What follows belongs to an exercise in optimizing a design on an open flow for small area, a short achievable clock period and few clock cycles per item; a production flow would make more cautious choices. At most, simulation tests tie the RTL to the original design; equivalence was not proved. For run 2, only the layout was checked, not whether the RTL still works. No activity file was given, so power comes from the tool's default toggle rates.

File: design/flow/config.mk
export PLATFORM = sky130hd
export DESIGN_NAME = bfc_bitbuf
export DESIGN_NICKNAME = bfc_bitbuf
export VERILOG_FILES = /design/flow/design.v
export SDC_FILE = /design/flow/constraint.sdc
export NUM_CORES = 4
export LEC_CHECK = 0
export ABC_AREA = 1
export CAP_MARGIN = 20
export CORE_MARGIN = 2
export CORE_UTILIZATION = 40
export SLEW_MARGIN = 20
File: design/flow/constraint.sdc
create_clock -name core_clock -period 12.0 [get_ports {clk}]
set_input_delay 2.4000 -clock core_clock [delete_from_list [all_inputs] [get_ports {clk}]]
set_output_delay 2.4000 -clock core_clock [all_outputs]
set_load 0.01 [all_outputs]
File: design/flow/design.v
module bfc_bitbuf (
    input  wire        clk,
    input  wire        rst,           
    input  wire        cmd_valid,
    output wire        cmd_ready,
    input  wire [31:0] cmd_hdr,
    input  wire [63:0] cmd_a0,
    output wire        rsp_valid,
    input  wire        rsp_ready,
    output wire [7:0]  rsp_status,
    output wire [63:0] rsp_r0
);
    localparam [7:0] ST_OK       = 8'h00;
    localparam [7:0] ST_ABSENT   = 8'h11;
    localparam [7:0] ST_WIDTH    = 8'h12;
    localparam [7:0] ST_GRAN     = 8'h14;
    localparam [7:0] ST_BELOW    = 8'h15;
    localparam [7:0] ST_INUSE    = 8'h17;
    localparam [7:0] ST_CAPACITY = 8'h20;
    localparam [7:0] ST_ALLOC    = 8'h30;
    localparam [7:0] ST_ILLEGAL  = 8'h61;
    reg  [1:0]   valid;
    reg  [8:0]   bc0, bc1;
    reg  [8:0]   cur0, cur1;
    reg  [255:0] mem0, mem1;         
    reg          o_valid, k_valid;   
    reg  [7:0]   o_st, k_st;
    reg  [63:0]  o_r0, k_r0;
    reg          rdy;                
    wire stall = o_valid && k_valid;
    wire adv   = !stall;
    wire take  = cmd_valid && rdy;
    wire pop   = o_valid && rsp_ready;
    assign cmd_ready  = rdy;
    assign rsp_valid  = o_valid;
    assign rsp_status = o_st;
    assign rsp_r0     = o_r0;
    wire [7:0] opc    = cmd_hdr[7:0];
    wire [6:0] width  = cmd_hdr[22:16];
    wire bufhdr = (cmd_hdr[31:12] == 20'd0) && (opc[7:3] == 5'd0);
    wire codhdr = (cmd_hdr[31:23] == 9'd0) && (cmd_hdr[15:14] == 2'd0) && (opc[7:2] == 6'b000100);
    reg  [63:0] any_t, two_t;
    integer gi, gl;
    always @* begin
        any_t = cmd_a0;
        two_t = 64'd0;
        for (gl = 1; gl < 64; gl = gl * 2)
            for (gi = 0; gi < 64; gi = gi + 2 * gl) begin
                two_t[gi] = two_t[gi] | two_t[gi + gl] | (any_t[gi] & any_t[gi + gl]);
                any_t[gi] = any_t[gi] | any_t[gi + gl];
            end
    end
    wire any_r = any_t[0];
    wire two_r = two_t[0];
    reg          r_valid;
    reg          r_create, r_destroy, r_bitlen, r_pos, r_isalign, r_align, r_skip;
    reg          r_peek, r_read, r_write;
    reg          r_b, r_inr, r_msby, r_msbi;
    reg  [6:0]   r_w;
    reg          r_wok;
    reg  [63:0]  r_a0;
    reg          r_gp2;              
    reg  [5:0]   r_m9h;              
    reg          r_dsm, r_dneg;      
    reg          r_capbig;           
    always @(posedge clk) begin
        if (adv) begin
            r_create  <= bufhdr && opc[2:0] == 3'd1;
            r_destroy <= bufhdr && opc[2:0] == 3'd2;
            r_bitlen  <= bufhdr && opc[2:0] == 3'd3;
            r_pos     <= bufhdr && opc[2:0] == 3'd4;
            r_isalign <= bufhdr && opc[2:0] == 3'd5;
            r_align   <= bufhdr && opc[2:0] == 3'd6;
            r_skip    <= bufhdr && opc[2:0] == 3'd7;
            r_peek    <= codhdr && opc[1:0] == 2'd0;
            r_read    <= codhdr && opc[1:0] == 2'd1;
            r_write   <= codhdr && opc[1:0] == 2'd2;
            r_b       <= cmd_hdr[8];
            r_inr     <= (cmd_hdr[11:9] == 3'd0);
            r_msby    <= !cmd_hdr[12];
            r_msbi    <= !cmd_hdr[13];
            r_w       <= width;
            r_wok     <= (width != 7'd0) && (!width[6] || width[5:0] == 6'd0);
            r_a0      <= cmd_a0;
            r_gp2     <= any_r && !two_r;
            r_m9h     <= {|cmd_a0[63:6], |cmd_a0[63:5], |cmd_a0[63:4], |cmd_a0[63:3],
                          |cmd_a0[63:2], |cmd_a0[63:1]};
            r_dsm     <= cmd_a0[63] ? (&cmd_a0[63:9]) : ~(|cmd_a0[63:9]);
            r_dneg    <= cmd_a0[63];
            r_capbig  <= (|cmd_a0[63:6]) || (cmd_a0[5] && (|cmd_a0[4:0]));
        end
    end
    wire r_field = r_peek || r_read || r_write;
    wire r_legal = r_create || r_destroy || r_bitlen || r_pos || r_isalign ||
                   r_align || r_skip || r_field;
    wire b       = r_b;
    wire present = r_inr && valid[b];
    function [5:0] bytes_of;     
        input [8:0] bits;
        bytes_of = {1'b0, bits[8:3]} + {5'd0, (bits[2:0] != 3'd0)};
    endfunction
    wire [8:0] rem0 = bc0 - cur0;
    wire [8:0] rem1 = bc1 - cur1;
    wire [5:0] zlo0 = bytes_of(bc0);
    wire [5:0] zlo1 = bytes_of(bc1);
    wire [8:0] bcur = b ? bc1 : bc0;
    wire [8:0] cur  = b ? cur1 : cur0;
    wire [8:0] rem  = b ? rem1 : rem0;            
    wire [5:0] zlo  = b ? zlo1 : zlo0;            
    function [5:0] dm9;              
        input [4:0] x;
        reg   [4:0] r;
        begin
            r = x - ((x >= 5'd27) ? 5'd27 : (x >= 5'd18) ? 5'd18 : (x >= 5'd9) ? 5'd9 : 5'd0);
            dm9 = {(x >= 5'd27) ? 2'd3 : (x >= 5'd18) ? 2'd2 : (x >= 5'd9) ? 2'd1 : 2'd0, r[3:0]};
        end
    endfunction
    wire [5:0] dmi0 = dm9(cur0[7:3]);
    wire [5:0] dmi1 = dm9(cur1[7:3]);
    wire [5:0] dmi  = b ? dmi1 : dmi0;            
    wire [5:0] dz0  = zlo0 - {1'b0, cur0[7:3]};
    wire [5:0] dz1  = zlo1 - {1'b0, cur1[7:3]};
    wire [5:0] dz   = b ? dz1 : dz0;              
    wire [8:0] m9         = {r_m9h, 3'b111};
    wire [8:0] cm         = cur | m9;             
    wire       is_alnd    = ((cur & m9) == 9'd0);
    wire [8:0] align_t    = is_alnd ? cur : (cm + 9'd1);
    wire       align_big  = !is_alnd && cm[8];
    wire       align_grow = !is_alnd && (cm >= bcur);
    wire [10:0] skip_s    = {2'b00, cur} + {r_a0[9], r_a0[9:0]};
    wire        skip_below = r_dsm ? skip_s[10] : r_dneg;
    wire        skip_big   = r_dsm ? (!skip_s[10] && skip_s[9:0] > 10'd256) : !r_dneg;
    wire [8:0]  skip_t    = skip_s[8:0];
    wire [8:0]  skip_tm1  = cur + r_a0[8:0] - 9'd1;
    wire        skip_grow = !r_dneg && ({1'b0, r_a0[8:0]} > {1'b0, rem});
    wire [8:0] fld_t   = cur + {2'd0, r_w};
    wire [8:0] fld_tm1 = cur + {2'd0, r_w} - 9'd1;
    wire       fld_cap = ({2'd0, r_w} > rem);                
    wire       fld_big = ({2'd0, r_w} > (9'd256 - cur));     
    wire create_ok  = r_create && r_inr && !valid[b] && !r_capbig;
    wire destroy_ok = r_destroy && present;
    wire align_ok   = r_align && present && r_gp2 && !align_big;
    wire skip_ok    = r_skip && present && !skip_below && !skip_big;
    wire rd_ok      = (r_peek || r_read) && present && r_wok && !fld_cap;
    wire wr_ok      = r_write && present && r_wok && !fld_big;
    reg [7:0] n_st;
    always @* begin
        n_st = ST_OK;
        if (!r_legal)
            n_st = ST_ILLEGAL;
        else if (r_create) begin
            if (!r_inr)          n_st = ST_ABSENT;
            else if (valid[b])   n_st = ST_INUSE;
            else if (r_capbig)   n_st = ST_ALLOC;
        end else if (!present)
            n_st = ST_ABSENT;
        else if (r_isalign || r_align) begin
            if (!r_gp2)          n_st = ST_GRAN;
            else if (r_align && align_big) n_st = ST_ALLOC;
        end else if (r_skip) begin
            if (skip_below)      n_st = ST_BELOW;
            else if (skip_big)   n_st = ST_ALLOC;
        end else if (r_field) begin
            if (!r_wok)          n_st = ST_WIDTH;
            else if (!r_write && fld_cap) n_st = ST_CAPACITY;
            else if (r_write && fld_big)  n_st = ST_ALLOC;
        end
    end
    wire [8:0] n_r0s = ({9{r_bitlen && present}} & bcur) |
                       ({9{r_pos && present}} & cur) |
                       {8'd0, r_isalign && present && r_gp2 && is_alnd};
    wire [8:0] tgt = ({9{r_align}} & align_t) | ({9{r_skip}} & skip_t) |
                     ({9{r_read || r_write}} & fld_t);
    wire cur_we = create_ok || destroy_ok || align_ok || skip_ok ||
                  (r_read && rd_ok) || wr_ok;
    wire grow_a = align_ok && align_grow;
    wire grow_s = skip_ok && skip_grow;
    wire grow_w = wr_ok && fld_cap;
    wire bc_we  = create_ok || destroy_ok || grow_a || grow_s || grow_w;
    wire [8:0] bc_nv = r_create ? {r_a0[5:0], 3'b000} : tgt;
    wire       n_se = (create_ok && r_a0[5:0] != 6'd0) || grow_a || grow_s || wr_ok;
    wire [5:0] n_lo = r_create ? 6'd0 : r_write ? {1'b0, cur[7:3]} : zlo;
    wire [4:0] n_hi = r_create ? (r_a0[4:0] - 5'd1) :
                      r_write  ? il :
                      r_align  ? cm[7:3] : skip_tm1[7:3];
    wire [2:0] f_o  = cur[2:0];
    wire [6:0] ow   = {4'd0, f_o} + r_w - 7'd1;       
    wire [2:0] f_l  = ow[2:0];
    wire [2:0] f_b  = ~f_l;                           
    wire [4:0] i0   = cur[7:3];
    wire [3:0] kk   = ow[6:3];
    wire [4:0] il   = i0 + {1'b0, kk};
    wire       fix  = r_msby ^ r_msbi;
    wire [2:0] sh_s = r_msby ? f_b : f_o;
    wire [2:0] sh_d = r_msby ? f_o : f_b;
    wire [7:0] nbm  = r_msby ? ~(8'hFE << f_l) : (8'hFF >> f_o);
    reg  [8:0] koh;
    integer kq;
    always @*
        for (kq = 0; kq < 9; kq = kq + 1)
            koh[kq] = (kk == kq);
    wire [71:0] xsh = {8'd0, r_a0} << sh_s;
    reg  [71:0] rx;
    always @* begin
        rx = xsh;
        if (fix) rx[7:0] = r_a0[7:0] & nbm;
    end
    reg  [71:0] rxf;
    integer k3;
    always @* begin
        rxf = rx;
        for (k3 = 0; k3 < 9; k3 = k3 + 1)
            if (fix && koh[k3]) rxf[8*k3 +: 8] = rx[8*k3 +: 8] << sh_d;
    end
    wire [5:0] zl_l   = dz;                          
    wire [5:0] zl_m   = {2'b0, kk} - dz;             
    wire       zm_neg = (dz > {2'b0, kk});
    reg  [8:0] n_zf;
    integer k4;
    always @*
        for (k4 = 0; k4 < 9; k4 = k4 + 1)
            n_zf[k4] = r_msby ? (!zm_neg && k4 <= zl_m) : (k4 >= zl_l);
    wire [4:0] rk   = {1'b0, dmi[3:0]} + {1'b0, kk} + 5'd1;        
    wire       rk9  = (rk >= 5'd9);
    wire [3:0] wr   = r_msby ? (rk9 ? rk[3:0] - 4'd9 : rk[3:0]) : dmi[3:0];
    wire [1:0] wq   = r_msby ? (rk9 ? dmi[5:4] : dmi[5:4] - 2'd1) : dmi[5:4];
    wire [3:0] il9  = rk9 ? rk[3:0] - 4'd10 : rk[3:0] - 4'd1;
    wire [3:0] rho  = r_msby ? ((il9 == 4'd0) ? 4'd0 : 4'd9 - il9) : dmi[3:0];
    reg  [17:0] n_bsel;              
    integer k5;
    always @*
        for (k5 = 0; k5 < 9; k5 = k5 + 1)
            n_bsel[2*k5 +: 2] = wq + ((k5 < wr) ? 2'd1 : 2'd0);
    reg          p_valid;
    reg  [7:0]   p_st;
    reg  [8:0]   p_r0s;
    reg          p_rd, p_wr, p_se, p_slot, p_msby, p_msbi;
    reg  [2:0]   p_o, p_l;
    reg  [6:0]   p_w;
    reg  [8:0]   p_koh;
    reg  [71:0]  p_x;                
    reg  [8:0]   p_zf;
    reg  [17:0]  p_bsel;
    reg  [3:0]   p_rho;
    reg  [5:0]   p_lo;
    reg  [4:0]   p_hi;
    always @(posedge clk) begin
        if (adv) begin
            p_st   <= n_st;
            p_r0s  <= n_r0s;
            p_rd   <= rd_ok;
            p_wr   <= wr_ok;
            p_se   <= n_se;
            p_slot <= b;
            p_msby <= r_msby;
            p_msbi <= r_msbi;
            p_o    <= f_o;
            p_l    <= f_l;
            p_w    <= r_w;
            p_koh  <= koh;
            p_x    <= rxf;
            p_zf   <= n_zf;
            p_bsel <= n_bsel;
            p_rho  <= rho;
            p_lo   <= n_lo;
            p_hi   <= n_hi;
        end
    end
    function [71:0] rotr9;           
        input [71:0] v;
        input [3:0]  n;
        reg   [71:0] t1, t2, t4;
        integer k;
        begin
            for (k = 0; k < 9; k = k + 1) t1[8*k +: 8] = n[0] ? v[8*((k+1)%9) +: 8]  : v[8*k +: 8];
            for (k = 0; k < 9; k = k + 1) t2[8*k +: 8] = n[1] ? t1[8*((k+2)%9) +: 8] : t1[8*k +: 8];
            for (k = 0; k < 9; k = k + 1) t4[8*k +: 8] = n[2] ? t2[8*((k+4)%9) +: 8] : t2[8*k +: 8];
            for (k = 0; k < 9; k = k + 1) rotr9[8*k +: 8] = n[3] ? t4[8*((k+8)%9) +: 8] : t4[8*k +: 8];
        end
    endfunction
    function [71:0] rotl9;           
        input [71:0] v;
        input [3:0]  n;
        reg   [71:0] t1, t2, t4;
        integer k;
        begin
            for (k = 0; k < 9; k = k + 1) t1[8*k +: 8] = n[0] ? v[8*((k+8)%9) +: 8]  : v[8*k +: 8];
            for (k = 0; k < 9; k = k + 1) t2[8*k +: 8] = n[1] ? t1[8*((k+7)%9) +: 8] : t1[8*k +: 8];
            for (k = 0; k < 9; k = k + 1) t4[8*k +: 8] = n[2] ? t2[8*((k+5)%9) +: 8] : t2[8*k +: 8];
            for (k = 0; k < 9; k = k + 1) rotl9[8*k +: 8] = n[3] ? t4[8*((k+1)%9) +: 8] : t4[8*k +: 8];
        end
    endfunction
    function [8:0] rotl9b;           
        input [8:0] v;
        input [3:0] n;
        reg   [8:0] t1, t2, t4;
        integer k;
        begin
            for (k = 0; k < 9; k = k + 1) t1[k] = n[0] ? v[(k+8)%9]  : v[k];
            for (k = 0; k < 9; k = k + 1) t2[k] = n[1] ? t1[(k+7)%9] : t1[k];
            for (k = 0; k < 9; k = k + 1) t4[k] = n[2] ? t2[(k+5)%9] : t2[k];
            for (k = 0; k < 9; k = k + 1) rotl9b[k] = n[3] ? t4[(k+1)%9] : t4[k];
        end
    endfunction
    function [71:0] refl9;           
        input [71:0] v;
        integer k;
        begin
            for (k = 0; k < 9; k = k + 1) refl9[8*k +: 8] = v[8*((9-k)%9) +: 8];
        end
    endfunction
    function [8:0] refl9b;
        input [8:0] v;
        integer k;
        begin
            for (k = 0; k < 9; k = k + 1) refl9b[k] = v[(9-k)%9];
        end
    endfunction
    reg [71:0] bnk;
    integer j1;
    always @* begin
        for (j1 = 0; j1 < 9; j1 = j1 + 1) begin
            case (p_bsel[2*j1 +: 2])
                2'd0: bnk[8*j1 +: 8] = p_slot ? mem1[8*j1 +: 8]      : mem0[8*j1 +: 8];
                2'd1: bnk[8*j1 +: 8] = p_slot ? mem1[8*(j1+9) +: 8]  : mem0[8*(j1+9) +: 8];
                2'd2: bnk[8*j1 +: 8] = p_slot ? mem1[8*(j1+18) +: 8] : mem0[8*(j1+18) +: 8];
                default: bnk[8*j1 +: 8] = (j1 + 27 < 32) ?
                                 (p_slot ? mem1[8*((j1+27)%32) +: 8] : mem0[8*((j1+27)%32) +: 8]) :
                                 (p_slot ? mem1[8*(j1+18) +: 8]      : mem0[8*(j1+18) +: 8]);
            endcase
        end
    end
    wire [71:0] q = rotr9(p_msby ? refl9(bnk) : bnk, p_rho);
    wire [2:0] p_b = ~p_l;
    wire [7:0] m0  = p_msbi ? (8'hFF >> p_o) : (8'hFF << p_o);    
    wire [7:0] m1  = p_msbi ? (8'hFF << p_b) : (8'hFF >> p_b);    
    wire [7:0] ma  = p_msby ? m1 : m0;                             
    wire [7:0] mb  = p_msby ? m0 : m1;                             
    reg  [8:0] f_in;
    reg        inq;
    integer k6;
    always @* begin
        inq = 1'b1;
        for (k6 = 0; k6 < 9; k6 = k6 + 1) begin
            f_in[k6] = inq;
            inq = inq & !p_koh[k6];
        end
    end
    wire [71:0] bw_r  = rotl9(p_x, p_rho);
    wire [8:0]  bin_r = rotl9b(f_in, p_rho);
    wire [8:0]  bfi_r = rotl9b(9'd1, p_rho);
    wire [8:0]  bla_r = rotl9b(p_koh, p_rho);
    wire [8:0]  bzf_r = rotl9b(p_zf, p_rho);
    wire [71:0] bw    = p_msby ? refl9(bw_r)   : bw_r;
    wire [8:0]  bin   = p_msby ? refl9b(bin_r) : bin_r;
    wire [8:0]  bfi   = p_msby ? refl9b(bfi_r) : bfi_r;
    wire [8:0]  bla   = p_msby ? refl9b(bla_r) : bla_r;
    wire [8:0]  bzf   = p_msby ? refl9b(bzf_r) : bzf_r;
    reg  [71:0] bdat;
    reg  [7:0]  bmsk;
    integer j2;
    always @* begin
        for (j2 = 0; j2 < 9; j2 = j2 + 1) begin
            bmsk = (bin[j2] ? 8'hFF : 8'h00) & (bfi[j2] ? ma : 8'hFF) & (bla[j2] ? mb : 8'hFF);
            bdat[8*j2 +: 8] = p_wr ? ((bmsk & bw[8*j2 +: 8]) |
                                      (~bmsk & bnk[8*j2 +: 8] & {8{!bzf[j2]}})) : 8'h00;
        end
    end
    reg [31:0] ben;
    integer k7;
    always @* begin
        for (k7 = 0; k7 < 32; k7 = k7 + 1)
            ben[k7] = p_valid && p_se && (k7 >= p_lo) && (k7 <= p_hi);
    end
    integer k8;
    always @(posedge clk) begin
        for (k8 = 0; k8 < 32; k8 = k8 + 1) begin
            if (ben[k8] && !p_slot) mem0[8*k8 +: 8] <= bdat[8*(k8%9) +: 8];
            if (ben[k8] &&  p_slot) mem1[8*k8 +: 8] <= bdat[8*(k8%9) +: 8];
        end
    end
    reg          t_valid;
    reg  [7:0]   t_st;
    reg  [8:0]   t_r0s;
    reg          t_rd, t_msby, t_msbi;
    reg  [2:0]   t_o, t_l;
    reg  [6:0]   t_w;
    reg  [8:0]   t_koh;
    reg  [71:0]  t_q;
    always @(posedge clk) begin
        if (adv) begin
            t_st   <= p_st;
            t_r0s  <= p_r0s;
            t_rd   <= p_rd;
            t_msby <= p_msby;
            t_msbi <= p_msbi;
            t_o    <= p_o;
            t_l    <= p_l;
            t_w    <= p_w;
            t_koh  <= p_koh;
            t_q    <= q;
        end
    end
    wire       t_fix = t_msby ^ t_msbi;
    wire [2:0] t_b   = ~t_l;
    wire [2:0] t_s   = t_msby ? t_b : t_o;
    wire [2:0] t_d   = t_msby ? t_o : t_b;
    wire [7:0] t_nbm = t_msby ? ~(8'hFE << t_l) : (8'hFF >> t_o);
    reg  [7:0] bk;
    integer k9;
    always @* begin
        bk = 8'd0;
        for (k9 = 0; k9 < 9; k9 = k9 + 1)
            if (t_koh[k9]) bk = bk | t_q[8*k9 +: 8];
    end
    wire [7:0]  bk_fix = bk >> t_d;
    reg  [71:0] qf;
    integer k10;
    always @* begin
        qf = t_q;
        for (k10 = 0; k10 < 9; k10 = k10 + 1)
            if (t_fix && t_koh[k10]) qf[8*k10 +: 8] = bk_fix;
    end
    wire [71:0] rsh   = qf >> t_s;
    wire [7:0]  vlo   = t_fix ? ((qf[7:0] & t_nbm) | (rsh[7:0] & ~t_nbm)) : rsh[7:0];
    wire [63:0] wmask = t_w[6] ? {64{1'b1}} : ~({64{1'b1}} << t_w[5:0]);
    wire [63:0] rd_v  = {rsh[63:8], vlo} & wmask;
    wire [63:0] n_r0  = t_rd ? rd_v : {55'd0, t_r0s};
    wire        push  = t_valid && adv;
    wire        o_valid_n = pop ? (k_valid || push) : (o_valid || push);
    wire        k_valid_n = pop ? (k_valid && push) : (k_valid || (push && o_valid));
    always @(posedge clk) begin
        if (rst) begin
            valid   <= 2'b00;
            bc0     <= 9'd0;
            bc1     <= 9'd0;
            cur0    <= 9'd0;
            cur1    <= 9'd0;
            r_valid <= 1'b0;
            p_valid <= 1'b0;
            t_valid <= 1'b0;
            o_valid <= 1'b0;
            k_valid <= 1'b0;
            rdy     <= 1'b1;
        end else begin
            if (adv) begin
                r_valid <= take;
                p_valid <= r_valid;
                t_valid <= p_valid;
                if (r_valid) begin
                    if (create_ok)  valid[b] <= 1'b1;
                    if (destroy_ok) valid[b] <= 1'b0;
                    if (bc_we) begin
                        if (b) bc1 <= bc_nv; else bc0 <= bc_nv;
                    end
                    if (cur_we) begin
                        if (b) cur1 <= tgt; else cur0 <= tgt;
                    end
                end
            end
            o_valid <= o_valid_n;
            k_valid <= k_valid_n;
            rdy     <= !(o_valid_n && k_valid_n);
        end
    end
    always @(posedge clk) begin
        if (pop ? (k_valid || push) : (push && !o_valid)) begin
            o_st <= (pop && k_valid) ? k_st : t_st;
            o_r0 <= (pop && k_valid) ? k_r0 : n_r0;
        end
        if (push && (pop ? k_valid : o_valid)) begin
            k_st <= t_st;
            k_r0 <= n_r0;
        end
    end
endmodule
File: design/flow/run.sh
#!/bin/bash
# synth_recipe.tcl (not shown) runs the flow's synth.tcl, then flattens the netlist and writes it again
# the make line also repeats each setting of config.mk as NAME=value (left out here)
make -C /OpenROAD-flow-scripts/flow DESIGN_CONFIG=/design/flow/config.mk WORK_HOME=/design/flow/orfs CLKGATE_MAP_FILE= SYNTH_SCRIPT=/design/flow/synth_recipe.tcl finish
==> results of run 1 <==
[critical path, cell delays in order, from the launching register on]
cell      delay (ns)
edfxtp_1        0.54
o21ai_2         0.62
inv_1           0.30
ha_1            0.36
inv_1           0.06
ha_1            0.16
inv_1           0.05
fa_1            0.40
xnor2_1         0.38
inv_1           0.18
ha_1            0.26
fa_1            0.41
xnor2_1         0.34
inv_1           0.12
ha_1            0.21
a21oi_1         0.23
o21ai_0         0.14
nand2_1         0.09
nand2_1         0.24
o21ai_0         0.16
o21ai_0         0.09
o21ai_0         0.50
inv_1           0.16
a21oi_1         0.18
ha_1            0.19
xor2_1          0.07
[power groups by stage]
stage | clock network, mW | logic (mW) | registers [mW]
2_1_floorplan | 0 | 4.26 | 4.56
3_3_place_gp | 0 | 6.30 | 4.88
3_5_place_dp | 0 | 6.36 | 4.87
4_1_cts | 3.64 | 6.38 | 4.80
5_1_grt | 3.77 | 7.17 | 4.81
6_report | 3.57 | 6.58 | 4.81
[placed cells by master (no fill, tap or decap), types with 97 or more instances in the layout]
cell / count
o21ai_1: 97
o21ai_0: 1123
ha_1: 133
clkdlybuf4s50_1: 171
nor2_1: 819
inv_1: 611
edfxtp_1: 1016
nand3_1: 736
a21oi_1: 288
mux2i_1: 207
clkbuf_16: 115
nand2_1: 2300
[synthesized netlist by cell type, types with 96 or more instances]
library cell	number	area share [%]
nand2_1	2301	13
o21ai_0	1129	8.4
edfxtp_1	1016	45
nor2_1	823	4.6
nand3_1	736	5.5
inv_1	616	3.4
a21oi_1	288	2.1
clkbuf_1	267	1.5
mux2i_1	207	3.1
ha_1	133	2.5
o21ai_1	99	0.73
buf_1	96	0.53
[stage by stage]
step | cell area (sq um) | instances | worst slack, ns | utilization (%)
floorplan | 67500 | 8564 | 0.882 | -
global placement | 70800 | 10600 | 5.39 | 42.3
detailed placement | 70800 | 10600 | 5.39 | 42.3
CTS | 74600 | 10800 | 5.34 | 44.5
global route | 74600 | 10800 | 4.71 | 44.6
finish | 74600 | 10800 | 5.24 | 44.6
[flip-flops by register name, indices dropped and copies added, names as in the netlist, 18 cells and up, named ones only]
name    cells
k_r0       64
mem0      256
mem1      256
o_r0       64
p_bsel     18
p_x        72
r_a0       63
t_q        72
[per-layer routing]
metal | share of wire (%) | global-route usage (%) | wire, um | vias to the layer above
met5 | 0.025 | 0 | 59 | -
met1 | 42 | 36.2 | 101000 | 28700
met2 | 45 | 43.0 | 109000 | 2471
met3 | 8.6 | 5.06 | 20500 | 419
met4 | 3.6 | 9.56 | 8740 | 10
li1 | - | - | - | 29200
[final timing paths]
check               endpoint    start  depth (start not counted)
setup / recovery  p_bsel[17]      r_b                         25
setup reg to reg  p_bsel[17]      r_b                         25
hold / removal       t_st[6]  p_st[6]                          0
hold reg to reg      t_st[6]  p_st[6]                          0
[cell type report]
type / count / share of cell area [%]
Clock buffer: 133 / 3.98
Multi-Input combinational cell: 6405 / 42.8
Clock inverter: 81 / 1.07
Inverter: 653 / 3.32
Timing Repair Buffer: 244 / 3.07
Sequential cell: 1060 / 42.1
Tap cell: 2204 / 3.70
[kinds of logic after synthesis]
family,after synthesis,share of synthesized area [%]
AO/OA/AOI/OAI,1830,14.8
XOR/XNOR,59,0.777
adder cells (fa/ha/maj),145,2.82
buffers and inverters,1099,6.38
flip-flops,1060,46.5
multiplexers,207,3.07
other,1,0.00556
AND/OR/NAND/NOR,4162,25.7
==> notes.md, run 1 <==
- Part of the cycle the worst path needs: 56.3%
- Layout area overhead: 10.5%
- Nets@finish: 8724
- Rel. slew slack: 12.1%
- CTS resizes: 0
- P per Cell Area: 201 mW/mm^2
- GP Congestion: 1.05
- Setup Total Neg Slack: 0 ns
- Int Pwr: 8.27 mW
- Antenna Nets Post-Route: 0
- Number of synthesized flops with an enable pin: 1016
- Post-synthesis cell type count: 67
- CTS tree: built
- Final setup viols: 0
- Hpwl dp: 181 mm
- Vias in the first global route: 55500
- Crit path kind: reg2reg
- FP Rows: 150
- Die area: 0.172 sq mm
- Ys flop type: edfxtp_1
- Post-Syn Area: 0.0675 sq mm
- Share of cells above drive strength 1: 4.90%
- Worst R2R Setup Slack: 5.24 ns
- Largest net degree at the start of global routing: 146
- CTS Sinks: 1060
- Clock power frac: 23.9%
- Vias: 60800
- Root buf cell: clkbuf_16
- Vias/cell: 5.64
- Fin. Hold Viols: 0
- Syn Area/Cell: 7.88 sq um
- Initial Util: 40.3%
- Total track usage: 26.8%
- WL per Instance: 22.2 um
- Least-Margin Pin Slew: 1.31 ns
- Worst-path clk slew: 0.07 ns
- Number of H-tree levels: 3
- Initial antenna violation count: 10
- 1st-pass router iterations: 6
- Hold Path Class: reg2reg
- Peak supply drop: 0.000144 V
- Die width: 415 um
- Critical Path Start Type: flop
- N_diodes: 0
- WL final: 239 mm
- WHS: 0.419 ns
- Sw frac: 44.8%
- Status: no timing/DRC/antenna violations
- Multi-input gate area: 0.0319 sq mm
- Clk buf depth: 3
- CP Capture Type: flop
- RSZ-0062 raised after global routing: no
- First-pass GRT wire length: 351 mm
- Sequential cell area fraction in the yosys report: 46.5%
- Die span in y: 415 um
- Critical Path Fanout Max: 14
- Pleak: 30.1 nW
- Reg power frac: 32.2%
- Crit path DAT: 7.23 ns
- Post-Synthesis Cells: 8563
- Asr flop ratio synth: 0%
- Power Total: 15.0 mW
- Max Slew Vio Count: 0
- Fill count: 16700
- Register area: 0.0314 sq mm
- # port buffers: 171
- Area of the core: 0.167 sq mm
- Total CTS buffers: 115
- CTS Hold Buffers Added: 0
- Iteration-0 DRC Markers: 6929
- Post-CTS Setup Bufs: 0
- Final worst path period need: 6.76 ns
- Grt total ovfl: 0
- I/O pin total: 174
- P_sw: 6.70 mW
- Worst EP required: 12.47 ns
- DRC Markers: 0
- Max Cap Violations: 0
- Clk latency of the worst-skew pair: 0.77 ns
- Gate power share: 44.0%
- Flops & latches, synth: 1060
- Worst Skew: 0.0471 ns
- Highest Clock Rate: 148 MHz
- Synth Warn #: 1
Testbench counts, summed over its fixed seeds: cycles 3,232, commands 3,200.
==> run 2: changes to the inputs <==
--- a/design/flow/design.v
+++ b/design/flow/design.v
@@ -37,6 +37,7 @@
     assign rsp_r0     = o_r0;
     wire [7:0] opc    = cmd_hdr[7:0];
     wire [6:0] width  = cmd_hdr[22:16];
+    wire [6:0] wm1    = width - 7'd1;
     wire bufhdr = (cmd_hdr[31:12] == 20'd0) && (opc[7:3] == 5'd0);
     wire codhdr = (cmd_hdr[31:23] == 9'd0) && (cmd_hdr[15:14] == 2'd0) && (opc[7:2] == 6'b000100);
     reg  [63:0] any_t, two_t;
@@ -57,6 +58,8 @@
     reg          r_peek, r_read, r_write;
     reg          r_b, r_inr, r_msby, r_msbi;
     reg  [6:0]   r_w;
+    reg  [6:0]   r_wm1;              
+    reg  [8:0]   r_k0, r_k1;         
     reg          r_wok;
     reg  [63:0]  r_a0;
     reg          r_gp2;              
@@ -80,6 +83,9 @@
             r_msby    <= !cmd_hdr[12];
             r_msbi    <= !cmd_hdr[13];
             r_w       <= width;
+            r_wm1     <= width - 7'd1;
+            r_k0      <= 9'd1 << wm1[6:3];
+            r_k1      <= 9'd2 << wm1[6:3];
             r_wok     <= (width != 7'd0) && (!width[6] || width[5:0] == 6'd0);
             r_a0      <= cmd_a0;
             r_gp2     <= any_r && !two_r;
@@ -184,21 +190,18 @@
                       r_write  ? il :
                       r_align  ? cm[7:3] : skip_tm1[7:3];
     wire [2:0] f_o  = cur[2:0];
-    wire [6:0] ow   = {4'd0, f_o} + r_w - 7'd1;       
-    wire [2:0] f_l  = ow[2:0];
+    wire [3:0] ol   = {1'b0, f_o} + {1'b0, r_wm1[2:0]};
+    wire       c3   = ol[3];                          
+    wire [2:0] f_l  = ol[2:0];
     wire [2:0] f_b  = ~f_l;                           
     wire [4:0] i0   = cur[7:3];
-    wire [3:0] kk   = ow[6:3];
+    wire [3:0] kk   = r_wm1[6:3] + {3'd0, c3};
     wire [4:0] il   = i0 + {1'b0, kk};
     wire       fix  = r_msby ^ r_msbi;
     wire [2:0] sh_s = r_msby ? f_b : f_o;
     wire [2:0] sh_d = r_msby ? f_o : f_b;
     wire [7:0] nbm  = r_msby ? ~(8'hFE << f_l) : (8'hFF >> f_o);
-    reg  [8:0] koh;
-    integer kq;
-    always @*
-        for (kq = 0; kq < 9; kq = kq + 1)
-            koh[kq] = (kk == kq);
+    wire [8:0] koh  = c3 ? r_k1 : r_k0;              
     wire [71:0] xsh = {8'd0, r_a0} << sh_s;
     reg  [71:0] rx;
     always @* begin
@@ -212,25 +215,67 @@
         for (k3 = 0; k3 < 9; k3 = k3 + 1)
             if (fix && koh[k3]) rxf[8*k3 +: 8] = rx[8*k3 +: 8] << sh_d;
     end
-    wire [5:0] zl_l   = dz;                          
-    wire [5:0] zl_m   = {2'b0, kk} - dz;             
-    wire       zm_neg = (dz > {2'b0, kk});
+    reg  [8:0] kth;                  
     reg  [8:0] n_zf;
-    integer k4;
-    always @*
-        for (k4 = 0; k4 < 9; k4 = k4 + 1)
-            n_zf[k4] = r_msby ? (!zm_neg && k4 <= zl_m) : (k4 >= zl_l);
-    wire [4:0] rk   = {1'b0, dmi[3:0]} + {1'b0, kk} + 5'd1;        
-    wire       rk9  = (rk >= 5'd9);
-    wire [3:0] wr   = r_msby ? (rk9 ? rk[3:0] - 4'd9 : rk[3:0]) : dmi[3:0];
-    wire [1:0] wq   = r_msby ? (rk9 ? dmi[5:4] : dmi[5:4] - 2'd1) : dmi[5:4];
-    wire [3:0] il9  = rk9 ? rk[3:0] - 4'd10 : rk[3:0] - 4'd1;
-    wire [3:0] rho  = r_msby ? ((il9 == 4'd0) ? 4'd0 : 4'd9 - il9) : dmi[3:0];
+    reg        kacc;
+    integer k4, k4d;
+    always @* begin
+        kacc = 1'b0;
+        for (k4 = 8; k4 >= 0; k4 = k4 - 1) begin
+            kacc = kacc | koh[k4];
+            kth[k4] = kacc;
+        end
+        for (k4 = 0; k4 < 9; k4 = k4 + 1) begin
+            n_zf[k4] = 1'b0;
+            if (r_msby) begin
+                for (k4d = 0; k4d + k4 < 9; k4d = k4d + 1)
+                    if (dz == k4d) n_zf[k4] = n_zf[k4] | kth[k4 + k4d];
+            end else
+                n_zf[k4] = (k4 >= dz);
+        end
+    end
+    wire [1:0] q9 = dmi[5:4];
+    wire [3:0] r9 = dmi[3:0];
+    reg  [8:0] rh, rph;              
+    reg        rcar;                 
+    integer ka, kb;
+    always @* begin
+        for (ka = 0; ka < 9; ka = ka + 1)
+            rh[ka] = (r9 == ka);
+        rph  = 9'd0;
+        rcar = 1'b0;
+        for (ka = 0; ka < 9; ka = ka + 1)
+            for (kb = 0; kb < 9; kb = kb + 1) begin
+                rph[(ka + kb) % 9] = rph[(ka + kb) % 9] | (rh[ka] & koh[kb]);
+                if (ka + kb >= 9) rcar = rcar | (rh[ka] & koh[kb]);
+            end
+    end
     reg  [17:0] n_bsel;              
-    integer k5;
-    always @*
-        for (k5 = 0; k5 < 9; k5 = k5 + 1)
-            n_bsel[2*k5 +: 2] = wq + ((k5 < wr) ? 2'd1 : 2'd0);
+    reg         lt_r, gt_rp;
+    integer k5, k5b;
+    always @* begin
+        for (k5 = 0; k5 < 9; k5 = k5 + 1) begin
+            lt_r  = 1'b0;            
+            gt_rp = 1'b0;            
+            for (k5b = 0; k5b < 9; k5b = k5b + 1) begin
+                if (k5b > k5) lt_r  = lt_r  | rh[k5b];
+                if (k5b < k5) gt_rp = gt_rp | rph[k5b];
+            end
+            if (r_msby)
+                n_bsel[2*k5 +: 2] = (rcar && !gt_rp) ? q9 + 2'd1 :
+                                    (!rcar && gt_rp) ? q9 - 2'd1 : q9;
+            else
+                n_bsel[2*k5 +: 2] = lt_r ? q9 + 2'd1 : q9;
+        end
+    end
+    reg  [3:0] rho;
+    integer k6p;
+    always @* begin
+        rho = 4'd0;
+        for (k6p = 0; k6p < 9; k6p = k6p + 1)
+            if (r_msby ? rph[k6p] : rh[k6p])
+                rho = rho | (r_msby ? ((9 - k6p) % 9) : k6p);
+    end
     reg          p_valid;
     reg  [7:0]   p_st;
     reg  [8:0]   p_r0s;
==> design/flow/flow/run.sh (new file) <==
#!/bin/bash
# Standard layout (the standard.sh: standard synthesis, floorplan, place, CTS, route),
# with timing repair aiming below the clock period: repair_timing's setup margin is raised
# so that it keeps shortening the critical paths after the 12 ns constraint is met.
set -euo pipefail
export SETUP_SLACK_MARGIN=$(cat flow/margin.txt)
bash standard.sh > flow_standard.log 2>&1
==> design/flow/flow/margin.txt (new file) <==
7.0
==> design/flow/standard.sh (new file) <==
#!/bin/bash
# synth_recipe.tcl (not shown) runs the flow's synth.tcl, then flattens the netlist and writes it again
# the make line also repeats each setting of config.mk as NAME=value (left out here)
make -C /OpenROAD-flow-scripts/flow DESIGN_CONFIG=/design/flow/config.mk WORK_HOME=/design/flow/orfs CLKGATE_MAP_FILE= SYNTH_SCRIPT=/design/flow/synth_recipe.tcl "${@:-finish}"
removed: design/flow/run.sh
==> run 2 against run 1 <==
Critical endpoint is now mem1[76]; clock power rose by 2%; first-iteration DRC count fell by 3.0%; non-clock buffer count rose by 32; highest routed layer unchanged; critical path depth fell by 16; synthesized cell count fell by 2.3%; maximum frequency rose by 39%; register-to-register slack improved by 1.9 ns; wire length rose by 2.5%; final cell count fell by 1.1%; worst setup slack improved by 1.9 ns.
==> notes.md, run 2 <==
- Status: no timing/DRC/antenna violations
- Commonest non-fill, non-tap cells in the layout: 2199 x nand2_1, 1109 x o21ai_0, 1032 x edfxtp_1
- Hpwl dp: 185 mm
- Layout area overhead: 11.4%
- CP Capture Type: flop
- Final worst path period need: 4.86 ns
- FP Rows: 151
- P_sw: 3.74 mW
- Pleak: 30.0 nW
- Asr flop ratio synth: 0%
- Root buf cell: clkbuf_16
- Gate power share: 24.8%
- RSZ-0062 raised after global routing: yes
- Reg power frac: 41.5%
- Nets@finish: 8558
- Sequential cell area fraction in the yosys report: 46.9%
- 1st-pass router iterations: 8
- Vias/cell: 5.65
- Post-Syn Area: 0.0679 sq mm
- Largest regs: mem0 x256, mem1 x256
- P per Cell Area: 143 mW/mm^2
- Clk latency of the worst-skew pair: 0.82 ns
- Crit path DAT: 5.38 ns
- Max Cap Violations: 0
- Post-synth top cells: 2202 x nand2_1, 1123 x o21ai_0, 1032 x edfxtp_1, 798 x nor2_1, 623 x inv_1
- Synth area leaders: edfxtp_1 46%, nand2_1 12%, o21ai_0 8.3%
- Syn Area/Cell: 8.12 sq um
- Worst r2r path cells: 9
- Ys flop type: edfxtp_1
- Die span in y: 416 um
- WHS: 0.407 ns
- WL per Instance: 23.0 um
- Die area: 0.173 sq mm
- Die width: 416 um
- I/O pin total: 174
- # port buffers: 171
- First-pass GRT wire length: 359 mm
- Synth area leader: edfxtp_1
- Synth Warn #: 1
- Power Total: 10.8 mW
- Highest Clock Rate: 206 MHz
- Peak supply drop: 0.000129 V
- Part of the cycle the worst path needs: 40.5%
- GP Congestion: 1.02
- Fin. Hold Viols: 0
- Iteration-0 DRC Markers: 6723
- Antenna Nets Post-Route: 0
- Rel. slew slack: 5.64%
- Largest net degree at the start of global routing: 158
- Flops & latches, synth: 1076
- DRC Markers: 0
- Synth top area share: 45.6%
- Number of synthesized flops with an enable pin: 1032
- Sw frac: 34.6%
- CTS tree: built
- Clk buf depth: 3
- WL final: 245 mm
- Total CTS buffers: 118
- Post-synthesis cell type count: 77
- Critical Path Fanout Max: 97
- Number of H-tree levels: 3
- Worst-path clk slew: 0.06 ns
- Least-Margin Pin Slew: 1.40 ns
- CTS Hold Buffers Added: 0
- Max Slew Vio Count: 0
- CTS Sinks: 1076
- Grt total ovfl: 0
- Hold Path Class: reg2reg
- Clock power frac: 33.7%
- Area of the core: 0.169 sq mm
- Int Pwr: 7.07 mW
- Worst Skew: 0.0617 ns
- Post-route cell area: 0.0757 sq mm
- Count leader, synth: nand2_1
- Most common cell after layout, fill and taps aside: nand2_1
- Initial antenna violation count: 8
- Placed cell area: 0.0715 sq mm
- Final setup viols: 0
- Worst EP required: 12.52 ns
- Vias: 60200
- Crit path kind: reg2reg
- Worst hold path depth: 0
- Initial Util: 40.2%
- Total track usage: 27.5%
- Post-Synthesis Cells: 8365
- Critical Path Start Type: flop
- Setup Total Neg Slack: 0 ns
- Vias in the first global route: 55700
- Share of cells above drive strength 1: 5.98%
[run 2: cells by family after synthesis]
group	share of synthesized area, %
buffers and inverters	6.29
adder cells (fa/ha/maj)	2.28
AND/OR/NAND/NOR	23.0
flip-flops	46.9
multiplexers	4.38
XOR/XNOR	0.670
other	0.00552
AO/OA/AOI/OAI	16.5
[run 2: layout make-up]
| class | instances | area, sq um |
|---|---|---|
| timing repair buffer | 276 | 2640 |
| multi-input combinational | 6196 | 32000 |
| clock inverter | 82 | 818 |
| sequential | 1076 | 31900 |
| tap | 2218 | 2780 |
| clock buffer | 139 | 3030 |
| inverter | 672 | 2560 |
| antenna | 2 | 5.00 |
| fill | 16500 | 93400 |
[run 2: worst paths after layout]
check | to | slack, ns | from
min | t_r0s[2] | 0.41 | p_r0s[2]
max reg2reg | mem1[76] | 7.14 | p_rho[1]
min reg2reg | t_r0s[2] | 0.41 | p_r0s[2]
max | mem1[76] | 7.14 | p_rho[1]
[run 2: worst max-delay path: stages (launching register included)]
cell and delay [ns]:
edfxtp_1 0.37, buf_4 0.30, inv_6 0.57, buf_6 0.65
o21ai_0 0.32, mux2i_1 0.20, inv_1 0.06, o21ai_0 1.06
o21ai_0 0.38, nor2_1 0.46
[run 2: layer usage]
layer | wire length (um) | global-route usage, % | part of all wire [%] | vias to the layer above
met5 | 46 | 0 | 0.019 | -
met4 | 8560 | 9.14 | 3.5 | 8
met3 | 17800 | 4.30 | 7.3 | 358
met2 | 111000 | 43.8 | 45 | 2139
met1 | 107000 | 38.0 | 44 | 28800
li1 | - | - | - | 28900
[run 2: power groups by stage]
stage / sequential [mW] / clock [mW] / combinational (mW)
after CTS: 4.48 / 3.71 / 2.59
after global routing: 4.48 / 3.85 / 2.90
final: 4.49 / 3.64 / 2.68
after global placement: 4.56 / 0 / 2.56
after detailed placement: 4.56 / 0 / 2.58
after floorplan: 4.41 / 0 / 1.66
[run 2: through the flow]
stage / util [%] / setup slack (ns) / cells
finish: 44.7 / 7.14 / 10700
global route: 44.7 / 6.96 / 10700
CTS: 44.6 / 6.98 / 10700
detailed placement: 42.3 / 6.29 / 10400
global placement: 42.3 / 6.27 / 10400
floorplan: - / 7.23 / 8366
[run 2: what timing repair did]
item                                    in CTS  in global routing
setup buffers                                0                  3
resized for setup                           12                 34
endpoints found under the setup margin     127                440
gates cloned                                 0                  2
pin swaps                                    0                  2
==> run 3: changes to the inputs <==
--- a/design/flow/design.v
+++ b/design/flow/design.v
@@ -57,7 +57,7 @@
     reg          r_create, r_destroy, r_bitlen, r_pos, r_isalign, r_align, r_skip;
     reg          r_peek, r_read, r_write;
     reg          r_b, r_inr, r_msby, r_msbi;
-    reg  [6:0]   r_w;
+    reg          r_bx;               
     reg  [6:0]   r_wm1;              
     reg  [8:0]   r_k0, r_k1;         
     reg          r_wok;
@@ -66,6 +66,9 @@
     reg  [5:0]   r_m9h;              
     reg          r_dsm, r_dneg;      
     reg          r_capbig;           
+    always @(posedge clk)
+        if (take)
+            r_bx <= cmd_hdr[8];
     always @(posedge clk) begin
         if (adv) begin
             r_create  <= bufhdr && opc[2:0] == 3'd1;
@@ -82,7 +85,6 @@
             r_inr     <= (cmd_hdr[11:9] == 3'd0);
             r_msby    <= !cmd_hdr[12];
             r_msbi    <= !cmd_hdr[13];
-            r_w       <= width;
             r_wm1     <= width - 7'd1;
             r_k0      <= 9'd1 << wm1[6:3];
             r_k1      <= 9'd2 << wm1[6:3];
@@ -139,10 +141,10 @@
     wire [8:0]  skip_t    = skip_s[8:0];
     wire [8:0]  skip_tm1  = cur + r_a0[8:0] - 9'd1;
     wire        skip_grow = !r_dneg && ({1'b0, r_a0[8:0]} > {1'b0, rem});
-    wire [8:0] fld_t   = cur + {2'd0, r_w};
-    wire [8:0] fld_tm1 = cur + {2'd0, r_w} - 9'd1;
-    wire       fld_cap = ({2'd0, r_w} > rem);                
-    wire       fld_big = ({2'd0, r_w} > (9'd256 - cur));     
+    wire [8:0] fld_tm1 = cur + {2'd0, r_wm1};
+    wire [8:0] fld_t   = fld_tm1 + 9'd1;
+    wire       fld_cap = ({2'd0, r_wm1} >= rem);             
+    wire       fld_big = ({2'd0, r_wm1} >= (9'd256 - cur));  
     wire create_ok  = r_create && r_inr && !valid[b] && !r_capbig;
     wire destroy_ok = r_destroy && present;
     wire align_ok   = r_align && present && r_gp2 && !align_big;
@@ -189,8 +191,10 @@
     wire [4:0] n_hi = r_create ? (r_a0[4:0] - 5'd1) :
                       r_write  ? il :
                       r_align  ? cm[7:3] : skip_tm1[7:3];
-    wire [2:0] f_o  = cur[2:0];
-    wire [3:0] ol   = {1'b0, f_o} + {1'b0, r_wm1[2:0]};
+    wire [3:0] ol0  = {1'b0, cur0[2:0]} + {1'b0, r_wm1[2:0]};
+    wire [3:0] ol1  = {1'b0, cur1[2:0]} + {1'b0, r_wm1[2:0]};
+    wire [2:0] f_o  = r_bx ? cur1[2:0] : cur0[2:0];
+    wire [3:0] ol   = r_bx ? ol1 : ol0;
     wire       c3   = ol[3];                          
     wire [2:0] f_l  = ol[2:0];
     wire [2:0] f_b  = ~f_l;                           
@@ -281,14 +285,24 @@
     reg  [8:0]   p_r0s;
     reg          p_rd, p_wr, p_se, p_slot, p_msby, p_msbi;
     reg  [2:0]   p_o, p_l;
-    reg  [6:0]   p_w;
+    reg  [5:0]   p_wm1;
     reg  [8:0]   p_koh;
     reg  [71:0]  p_x;                
     reg  [8:0]   p_zf;
     reg  [17:0]  p_bsel;
     reg  [3:0]   p_rho;
+    reg          p_slot_r, p_msby_r;   
+    reg  [3:0]   p_amt;              
+    reg          p_wr_r;
     reg  [5:0]   p_lo;
     reg  [4:0]   p_hi;
+    always @(posedge clk)
+        if (adv && r_valid) begin
+            p_slot_r <= b;
+            p_msby_r <= r_msby;
+            p_amt    <= (wr_ok && !r_msby && rho != 4'd0) ? 4'd9 - rho : rho;
+            p_wr_r   <= wr_ok;
+        end
     always @(posedge clk) begin
         if (adv) begin
             p_st   <= n_st;
@@ -301,7 +315,7 @@
             p_msbi <= r_msbi;
             p_o    <= f_o;
             p_l    <= f_l;
-            p_w    <= r_w;
+            p_wm1  <= r_wm1[5:0];
             p_koh  <= koh;
             p_x    <= rxf;
             p_zf   <= n_zf;
@@ -366,16 +380,17 @@
     always @* begin
         for (j1 = 0; j1 < 9; j1 = j1 + 1) begin
             case (p_bsel[2*j1 +: 2])
-                2'd0: bnk[8*j1 +: 8] = p_slot ? mem1[8*j1 +: 8]      : mem0[8*j1 +: 8];
-                2'd1: bnk[8*j1 +: 8] = p_slot ? mem1[8*(j1+9) +: 8]  : mem0[8*(j1+9) +: 8];
-                2'd2: bnk[8*j1 +: 8] = p_slot ? mem1[8*(j1+18) +: 8] : mem0[8*(j1+18) +: 8];
+                2'd0: bnk[8*j1 +: 8] = p_slot_r ? mem1[8*j1 +: 8]      : mem0[8*j1 +: 8];
+                2'd1: bnk[8*j1 +: 8] = p_slot_r ? mem1[8*(j1+9) +: 8]  : mem0[8*(j1+9) +: 8];
+                2'd2: bnk[8*j1 +: 8] = p_slot_r ? mem1[8*(j1+18) +: 8] : mem0[8*(j1+18) +: 8];
                 default: bnk[8*j1 +: 8] = (j1 + 27 < 32) ?
-                                 (p_slot ? mem1[8*((j1+27)%32) +: 8] : mem0[8*((j1+27)%32) +: 8]) :
-                                 (p_slot ? mem1[8*(j1+18) +: 8]      : mem0[8*(j1+18) +: 8]);
+                                 (p_slot_r ? mem1[8*((j1+27)%32) +: 8] : mem0[8*((j1+27)%32) +: 8]) :
+                                 (p_slot_r ? mem1[8*(j1+18) +: 8]      : mem0[8*(j1+18) +: 8]);
             endcase
         end
     end
-    wire [71:0] q = rotr9(p_msby ? refl9(bnk) : bnk, p_rho);
+    wire [71:0] rot_in = p_wr_r ? p_x : bnk;
+    wire [71:0] q      = rotr9(p_msby_r ? refl9(rot_in) : rot_in, p_amt);
     wire [2:0] p_b = ~p_l;
     wire [7:0] m0  = p_msbi ? (8'hFF >> p_o) : (8'hFF << p_o);    
     wire [7:0] m1  = p_msbi ? (8'hFF << p_b) : (8'hFF >> p_b);    
@@ -391,12 +406,11 @@
             inq = inq & !p_koh[k6];
         end
     end
-    wire [71:0] bw_r  = rotl9(p_x, p_rho);
     wire [8:0]  bin_r = rotl9b(f_in, p_rho);
     wire [8:0]  bfi_r = rotl9b(9'd1, p_rho);
     wire [8:0]  bla_r = rotl9b(p_koh, p_rho);
     wire [8:0]  bzf_r = rotl9b(p_zf, p_rho);
-    wire [71:0] bw    = p_msby ? refl9(bw_r)   : bw_r;
+    wire [71:0] bw    = q;
     wire [8:0]  bin   = p_msby ? refl9b(bin_r) : bin_r;
     wire [8:0]  bfi   = p_msby ? refl9b(bfi_r) : bfi_r;
     wire [8:0]  bla   = p_msby ? refl9b(bla_r) : bla_r;
@@ -429,7 +443,7 @@
     reg  [8:0]   t_r0s;
     reg          t_rd, t_msby, t_msbi;
     reg  [2:0]   t_o, t_l;
-    reg  [6:0]   t_w;
+    reg  [5:0]   t_wm1;
     reg  [8:0]   t_koh;
     reg  [71:0]  t_q;
     always @(posedge clk) begin
@@ -441,7 +455,7 @@
             t_msbi <= p_msbi;
             t_o    <= p_o;
             t_l    <= p_l;
-            t_w    <= p_w;
+            t_wm1  <= p_wm1;
             t_koh  <= p_koh;
             t_q    <= q;
         end
@@ -451,24 +465,16 @@
     wire [2:0] t_s   = t_msby ? t_b : t_o;
     wire [2:0] t_d   = t_msby ? t_o : t_b;
     wire [7:0] t_nbm = t_msby ? ~(8'hFE << t_l) : (8'hFF >> t_o);
-    reg  [7:0] bk;
-    integer k9;
-    always @* begin
-        bk = 8'd0;
-        for (k9 = 0; k9 < 9; k9 = k9 + 1)
-            if (t_koh[k9]) bk = bk | t_q[8*k9 +: 8];
-    end
-    wire [7:0]  bk_fix = bk >> t_d;
     reg  [71:0] qf;
     integer k10;
     always @* begin
         qf = t_q;
         for (k10 = 0; k10 < 9; k10 = k10 + 1)
-            if (t_fix && t_koh[k10]) qf[8*k10 +: 8] = bk_fix;
+            if (t_fix && t_koh[k10]) qf[8*k10 +: 8] = t_q[8*k10 +: 8] >> t_d;
     end
     wire [71:0] rsh   = qf >> t_s;
     wire [7:0]  vlo   = t_fix ? ((qf[7:0] & t_nbm) | (rsh[7:0] & ~t_nbm)) : rsh[7:0];
-    wire [63:0] wmask = t_w[6] ? {64{1'b1}} : ~({64{1'b1}} << t_w[5:0]);
+    wire [63:0] wmask = ~({{63{1'b1}}, 1'b0} << t_wm1);      
     wire [63:0] rd_v  = {rsh[63:8], vlo} & wmask;
     wire [63:0] n_r0  = t_rd ? rd_v : {55'd0, t_r0s};
     wire        push  = t_valid && adv;
==> design/flow/flow/margin.txt (replaced) <==
8.0
==> run 3 against run 2 <==
Still clean on timing, DRC and antenna; clock power up 5.8%; synthesized area down 2.8%; first-iteration DRC count up 14%; worst hold slack better by 0.0038 ns; global-route usage up 2.6 points; combinational power about the same; via count up 2.1%; total power up 1.1%; critical path type unchanged.
==> notes.md, run 3 <==
- Crit path kind: reg2reg
- WL final: 265 mm
- Layout area overhead: 17.5%
- Asr flop ratio synth: 0%
- Reg power frac: 40.6%
- Pre-CTS setup slack: 6.61 ns
- GR peak layer: met2
- Vias/cell: 5.79
- Total CTS buffers: 114
- Grt total ovfl: 0
- Least-Margin Pin Slew: 1.27 ns
- Share of cells above drive strength 1: 11.4%
- Critical Path Fanout Max: 12
- Grt met2 use: 46.5%
- Worst-path clk slew: 0.06 ns
- Power Total: 10.9 mW
- CTS tree: built
- Post-Syn Area: 0.0661 sq mm
- Synth Warn #: 1
- Post-synthesis cell type count: 81
- CP Capture Type: flop
- Cell with the most instances on the worst path: o21ai_0
- CTS Sinks: 1075
- # port buffers: 171
- Max Cap Violations: 0
- Vias: 61500
- Clk buf depth: 3
- Most common cell after layout, fill and taps aside: nand2_1
- Part of the cycle the worst path needs: 33.7%
- Largest net degree at the start of global routing: 100
- Setup Total Neg Slack: 0 ns
- Critical Path Start Type: flop
- RSZ-0062 raised after global routing: yes
- Sequential cell area fraction in the yosys report: 48.2%
- Antenna Nets Post-Route: 0
- WP buf/inv: 3
- Ys flop type: edfxtp_1
- Vias in the first global route: 55200
- Die span in y: 410 um
- Initial antenna violation count: 21
- Number of H-tree levels: 3
- Status: no timing/DRC/antenna violations
- Clk latency of the worst-skew pair: 0.78 ns
- Crit-path slowest cell: o21ai_1
- P per Cell Area: 141 mW/mm^2
- Met1 Track Usage GR: 41.5%
- Post-synth top cells: 2349 x nand2_1, 1031 x edfxtp_1, 1010 x o21ai_0, 812 x nor2_1, 659 x inv_1
- Syn Area/Cell: 8.06 sq um
- Commonest non-fill, non-tap cells in the layout: 2327 x nand2_1, 1031 x edfxtp_1, 827 x o21ai_0
- Count leader, synth: nand2_1
- Fill count: 16000
- First-pass GRT wire length: 376 mm
- Rel. slew slack: 14.9%
- Final cell count without fillers: 10600
- Number of synthesized flops with an enable pin: 1031
- Crit path DAT: 4.50 ns
- CTS Hold Buffers Added: 0
- FP Rows: 149
- Hpwl dp: 194 mm
- Die area: 0.168 sq mm
- Area of the core: 0.164 sq mm
- Synth area leaders: edfxtp_1 47%, nand2_1 13%, o21ai_0 7.7%
- Die width: 410 um
- Setup ws final: 7.96 ns
- Int Pwr: 7.32 mW
- Final setup viols: 0
- Largest stage delay, worst path: 0.88 ns
- Highest Clock Rate: 247 MHz
- Largest regs: mem0 x256, mem1 x256
- I/O pin total: 174
- Initial Util: 40.2%
- Hold Path Class: reg2reg
- Worst EP required: 12.45 ns
- Nets@finish: 8543
- Gate power share: 24.2%
- Sw frac: 33.0%
- Met3 Use GR: 5.33%
- P_sw: 3.61 mW
- Peak supply drop: 0.000138 V
- Fin. Hold Viols: 0
- Pleak: 30.6 nW
- Synth area leader: edfxtp_1
- Total track usage: 30.1%
- Max Slew Vio Count: 0
- Dpl cells: 10200
- Final worst path period need: 4.04 ns
- DRC Markers: 0
- Synth top area share: 46.9%
- GP Congestion: 1.04
- Worst Skew: 0.0344 ns
- Flops & latches, synth: 1075
- Cell Chain, Critical Path: buf_4, buf_12, nor2_1, a21oi_1, o21ai_0, o21ai_0, nand2_1, o21ai_0, o21ai_1, a221oi_1, o211ai_1, inv_2
- 1st-pass router iterations: 7
- WL per Instance: 24.9 um
- Post-Synthesis Cells: 8196
- Iteration-0 DRC Markers: 7650
- CP top delay family: compound AO/OA/AOI/OAI gates
- Root buf cell: clkbuf_16
- Clock power frac: 35.2%
## run 3: cell families (layout without fill, tap and decap cells)
| logic type | count (synthesis) | after routing | synth area share, % |
|---|---|---|---|
| AND/OR/NAND/NOR | 3874 | 3875 | 24.1 |
| AO/OA/AOI/OAI | 1872 | 1876 | 16.5 |
| buffers and inverters | 1107 | 1325 | 6.63 |
| flip-flops | 1075 | 1075 | 48.2 |
| adder cells (fa/ha/maj) | 114 | 114 | 2.26 |
| multiplexers | 101 | 101 | 1.53 |
| XOR/XNOR | 52 | 52 | 0.689 |
| other | 1 | 6 | 0.00568 |
## run 3: area by class of cell
type / count / area [sq um] / area share [%]
sequential: 1075 / 31900 / 41.0
multi-input combinational: 6020 / 31800 / 40.9
timing repair buffer: 408 / 4360 / 5.61
clock buffer: 131 / 3000 / 3.87
inverter: 707 / 2820 / 3.63
tap: 2189 / 2740 / 3.53
clock inverter: 76 / 1040 / 1.34
timing repair inverter: 3 / 23.8 / 0.0306
antenna: 4 / 10.0 / 0.0129
## run 3: layer usage
metal / up-vias / wire, um
li1: 28600 / -
met1: 29600 / 111000
met2: 2847 / 117000
met3: 509 / 23800
met4: 6 / 12400
met5: - / 47
## run 3: power by group through the flow
stage | combinational [mW] | clock, mW | sequential, mW
2_1_floorplan | 1.43 | 0 | 4.37
3_3_place_gp | 2.23 | 0 | 4.53
3_5_place_dp | 2.23 | 0 | 4.53
4_1_cts | 2.39 | 3.89 | 4.44
5_1_grt | 2.83 | 4.03 | 4.43
6_report | 2.65 | 3.85 | 4.43
## run 3: what timing repair did
action,CTS,global route
buffers inserted,56,76
gates resized for setup,371,418
pin swaps,31,70
gates cloned,20,12
endpoints found under the setup margin,896,776
## run 3: path summary, 6_finish.rpt
path / startpoint / endpoint / slack, ns / cells past startpoint
setup reg to reg: p_rho[0] / mem0[18] / 7.96 / 12
hold / removal: p_wm1[1] / t_wm1[1] / 0.41 / 0
hold reg to reg: p_wm1[1] / t_wm1[1] / 0.41 / 0
setup / recovery: p_rho[0] / mem0[18] / 7.96 / 12
## run 3: worst reg2reg max path: cells and delay by family (launching register included)
family / cells / cell delay (ns)
compound gates: 7 / 2.61
simple gates: 2 / 0.22
flops: 1 / 0.43
buf+inv: 3 / 0.50
## run 3: metrics by stage
stage / area [sq um] / hold WS (ns) / utilization, %
finish: 77600 / 0.411 / 47.2
global route: 77600 / 0.424 / 47.2
CTS: 75500 / 0.416 / 45.9
detailed placement: 69500 / 0.405 / 42.3
global placement: 69500 / 0.403 / 42.3
floorplan: 66100 / 0.400 / -
Testbench counts of run 3, summed over its fixed seeds: cycles 3,232, commands 3,200.
==> run 4: changes to the inputs <==
--- a/design/flow/design.v
+++ b/design/flow/design.v
@@ -117,10 +117,11 @@
     wire [5:0] zlo  = b ? zlo1 : zlo0;            
     function [5:0] dm9;              
         input [4:0] x;
-        reg   [4:0] r;
+        integer v;
         begin
-            r = x - ((x >= 5'd27) ? 5'd27 : (x >= 5'd18) ? 5'd18 : (x >= 5'd9) ? 5'd9 : 5'd0);
-            dm9 = {(x >= 5'd27) ? 2'd3 : (x >= 5'd18) ? 2'd2 : (x >= 5'd9) ? 2'd1 : 2'd0, r[3:0]};
+            dm9 = 6'd0;
+            for (v = 0; v < 32; v = v + 1)
+                if (x == v) dm9 = dm9 | ((v / 9) << 4) | (v % 9);
         end
     endfunction
     wire [5:0] dmi0 = dm9(cur0[7:3]);
@@ -272,13 +273,17 @@
                 n_bsel[2*k5 +: 2] = lt_r ? q9 + 2'd1 : q9;
         end
     end
-    reg  [3:0] rho;
+    reg  [3:0] rho, amt;
     integer k6p;
     always @* begin
         rho = 4'd0;
-        for (k6p = 0; k6p < 9; k6p = k6p + 1)
+        amt = 4'd0;
+        for (k6p = 0; k6p < 9; k6p = k6p + 1) begin
             if (r_msby ? rph[k6p] : rh[k6p])
                 rho = rho | (r_msby ? ((9 - k6p) % 9) : k6p);
+            if (r_msby ? rph[k6p] : rh[k6p])
+                amt = amt | ((r_msby || r_write) ? ((9 - k6p) % 9) : k6p);
+        end
     end
     reg          p_valid;
     reg  [7:0]   p_st;
@@ -300,8 +305,8 @@
         if (adv && r_valid) begin
             p_slot_r <= b;
             p_msby_r <= r_msby;
-            p_amt    <= (wr_ok && !r_msby && rho != 4'd0) ? 4'd9 - rho : rho;
-            p_wr_r   <= wr_ok;
+            p_amt    <= amt;
+            p_wr_r   <= r_write;
         end
     always @(posedge clk) begin
         if (adv) begin
==> design/flow/flow/run.sh (replaced) <==
#!/bin/bash
# Standard layout (the standard.sh: standard synthesis, floorplan, place, CTS, route),
# with two changes in how the layout is made:
#  - timing repair aims below the clock period: repair_timing's setup margin is raised so
#    that it keeps shortening the critical paths after the 12 ns constraint is met;
#  - clock tree: larger sink clusters and no dummy loads (fewer clock buffers).
set -euo pipefail
export SETUP_SLACK_MARGIN=$(cat flow/margin.txt)
export CTS_ARGS="-sink_clustering_enable -repair_clock_nets -dont_use_dummy_load -sink_clustering_size 24 -sink_clustering_max_diameter 80"
bash standard.sh > flow_standard.log 2>&1
==> run 4 against run 3 <==
Still clean; global-route usage fell by 0.37 points; register-to-register slack improved by 0.03 ns; worst setup slack better by 0.029 ns; synthesized area grew 0.65%; sequential cell count unchanged; final cell count is 0.41% lower; largest power group unchanged.
==> notes.md, run 4 <==
- Sequential cell area fraction in the yosys report: 47.9%
- Largest regs: mem0 x256, mem1 x256
- Total track usage: 29.7%
- DRC Markers: 0
- Antenna Nets Post-Route: 0
- Syn Area/Cell: 8.01 sq um
- Die width: 412 um
- Status: no timing/DRC/antenna violations
- Crit-path slowest cell: edfxtp_1
- Nets@finish: 8591
- First-pass GRT wire length: 374 mm
- Iteration-0 DRC Markers: 7269
- Final worst path period need: 4.01 ns
- Critical Path Fanout Max: 47
- Highest Clock Rate: 249 MHz
- Max Cap Violations: 0
- Worst Skew: 0.0884 ns
- Fin. Hold Viols: 0
- CTS Sinks: 1075
- FP Rows: 149
- CTS Hold Buffers Added: 0
- Post-Syn Area: 0.0665 sq mm
- Setup Total Neg Slack: 0 ns
- Critical Path Start Type: flop
- WL per Instance: 25.0 um
- Crit path DAT: 4.39 ns
- Part of the cycle the worst path needs: 33.4%
- Pleak: 29.5 nW
- Hpwl dp: 192 mm
- Number of synthesized flops with an enable pin: 1031
- P per Cell Area: 137 mW/mm^2
- Ys flop type: edfxtp_1
- Rel. slew slack: 21.5%
- WHS: 0.414 ns
- Final setup viols: 0
- Clk buf depth: 3
- 1st-pass router iterations: 9
- Critical path endpoint: mem1[235]
- WL final: 264 mm
- Worst EP required: 12.37 ns
- Worst R2R Setup Slack: 7.99 ns
- Most common cell after layout, fill and taps aside: nand2_1
- Share of cells above drive strength 1: 9.81%
- Largest net degree at the start of global routing: 173
- Synth Warn #: 1
- Clk latency of the worst-skew pair: 0.72 ns
- Area of the core: 0.165 sq mm
- Die span in y: 412 um
- Max layer used: met4
- Vias: 61900
- Max Slew Vio Count: 0
- Flops & latches, synth: 1075
- Layout area overhead: 13.2%
- Worst-path clk slew: 0.09 ns
- Total CTS buffers: 70
- Least-Margin Pin Slew: 1.17 ns
- Reg2Reg Capture Point: mem1[235]
- Metal1 wirelength: 108 mm
- Hold Path Class: reg2reg
- Post-synthesis cell type count: 83
- Asr flop ratio synth: 0%
- Initial Util: 40.3%
- Synth area leader: edfxtp_1
- Post-Synthesis Cells: 8301
- Metal2 WL: 116 mm
- Synth top area share: 46.6%
- Commonest non-fill, non-tap cells in the layout: 2238 x nand2_1, 1031 x edfxtp_1, 913 x o21ai_0
- Critical path origin: p_slot_r
- CTS tree: built
- Crit path kind: reg2reg
- I/O pin total: 174
-- run 4: cell types whose count changed after synthesis, sizes merged, moves of 13 or more --
| cell | delta |
|---|---|
| a21oi | +89 |
| o21ai | +38 |
| nor2 | +13 |
| o22ai | +15 |
| nand3 | +56 |
| buf | +21 |
| nand3b | +13 |
| nand2 | -61 |
| a221oi | -32 |
-- run 4: final cells by class --
| type | instances | area, sq um |
|---|---|---|
| Fill cell | 16300 | 89700 |
| Sequential cell | 1075 | 31900 |
| Multi-Input combinational cell | 6123 | 31800 |
| Timing Repair Buffer | 415 | 4330 |
| Tap cell | 2189 | 2740 |
| Inverter | 690 | 2700 |
| Clock buffer | 70 | 1750 |
| Timing Repair inverter | 6 | 58.8 |
| Antenna cell | 2 | 5.00 |
-- run 4: routing by layer --
layer | track usage, % | vias to the layer above
met5 | 0 | -
met4 | 14.9 | 0
met3 | 5.57 | 502
met2 | 45.5 | 3053
met1 | 40.1 | 29600
li1 | - | 28800
-- run 4: worst min-delay path by stage --
| stage | from | cells past startpoint | end | slack, ns |
|---|---|---|---|---|
| 5_1_grt | p_st[0] | 0 | t_st[0] | 0.43 |
| 4_1_cts | p_st[0] | 0 | t_st[0] | 0.41 |
| 2_1_floorplan | p_r0s[0] | 0 | t_r0s[0] | 0.40 |
| 6_report | p_st[0] | 0 | t_st[0] | 0.41 |
| 3_3_place_gp | p_st[5] | 0 | t_st[5] | 0.40 |
| 3_5_place_dp | p_r0s[6] | 0 | t_r0s[6] | 0.41 |
-- run 4: through the flow --
stage	std cells	utilization, %	power [mW]	area (sq um)	setup WS [ns]
after detailed placement	10300	42.4	7.65	70000	6.73
final	10600	45.6	10.3	75300	7.99
after global routing	10600	45.6	10.7	75300	7.84
after floorplan	8302	-	6.39	66500	7.34
after CTS	10500	44.3	10.0	73100	7.96
after global placement	10300	42.4	7.65	70000	6.88
-- run 4: logic make-up (layout without fill, tap and decap cells) --
| group | Yosys count | in the layout | synth area share (%) |
|---|---|---|---|
| and+or+nand+nor | 3885 | 3885 | 24.2 |
| AOI/OAI and AO/OA | 1968 | 1969 | 16.8 |
| buffers and inverters | 1105 | 1181 | 6.57 |
| DFF | 1075 | 1075 | 47.9 |
| adders and majority gates | 110 | 110 | 2.16 |
| muxes | 109 | 109 | 1.64 |
| xor gates and xnor gates | 48 | 48 | 0.632 |
| other | 1 | 4 | 0.00564 |
-- run 4: where the power goes --
group          internal [mW]  leakage [nW]  total (mW)  switching (mW)
sequential              4.28          9.74        4.52           0.238
combinational           1.02          18.9        3.50            2.48
clock                   1.04         0.863        2.27            1.23
-- run 4: timing repair --
action / in CTS / in global routing
setup endpoints to repair: 902 / 820
pin swaps: 18 / 91
buffers inserted: 50 / 84
cloned: 14 / 18
gates resized for setup: 248 / 399
endpoints found under the hold margin: 0 / 0
-- run 4: critical path, delay by kind of cell, from the launching register on --
| kind | cells | cell delay [ns] |
|---|---|---|
| AO/OA/AOI/OAI | 4 | 1.07 |
| AND/OR/NAND/NOR | 6 | 0.72 |
| buffers and inverters | 5 | 0.91 |
| multiplexers | 1 | 0.46 |
| flip-flops | 1 | 0.51 |
Testbench counts of run 4, summed over its fixed seeds: cycles 3,232, commands 3,200.

Setup slack of run 4, layout unchanged: 7.987 ns with ideal ports, 7.976 ns with driving cells assumed (clock clkbuf_16, inputs buf_2), 7.314 ns with port delays also shifted by the 0.762 ns mid clock arrival.
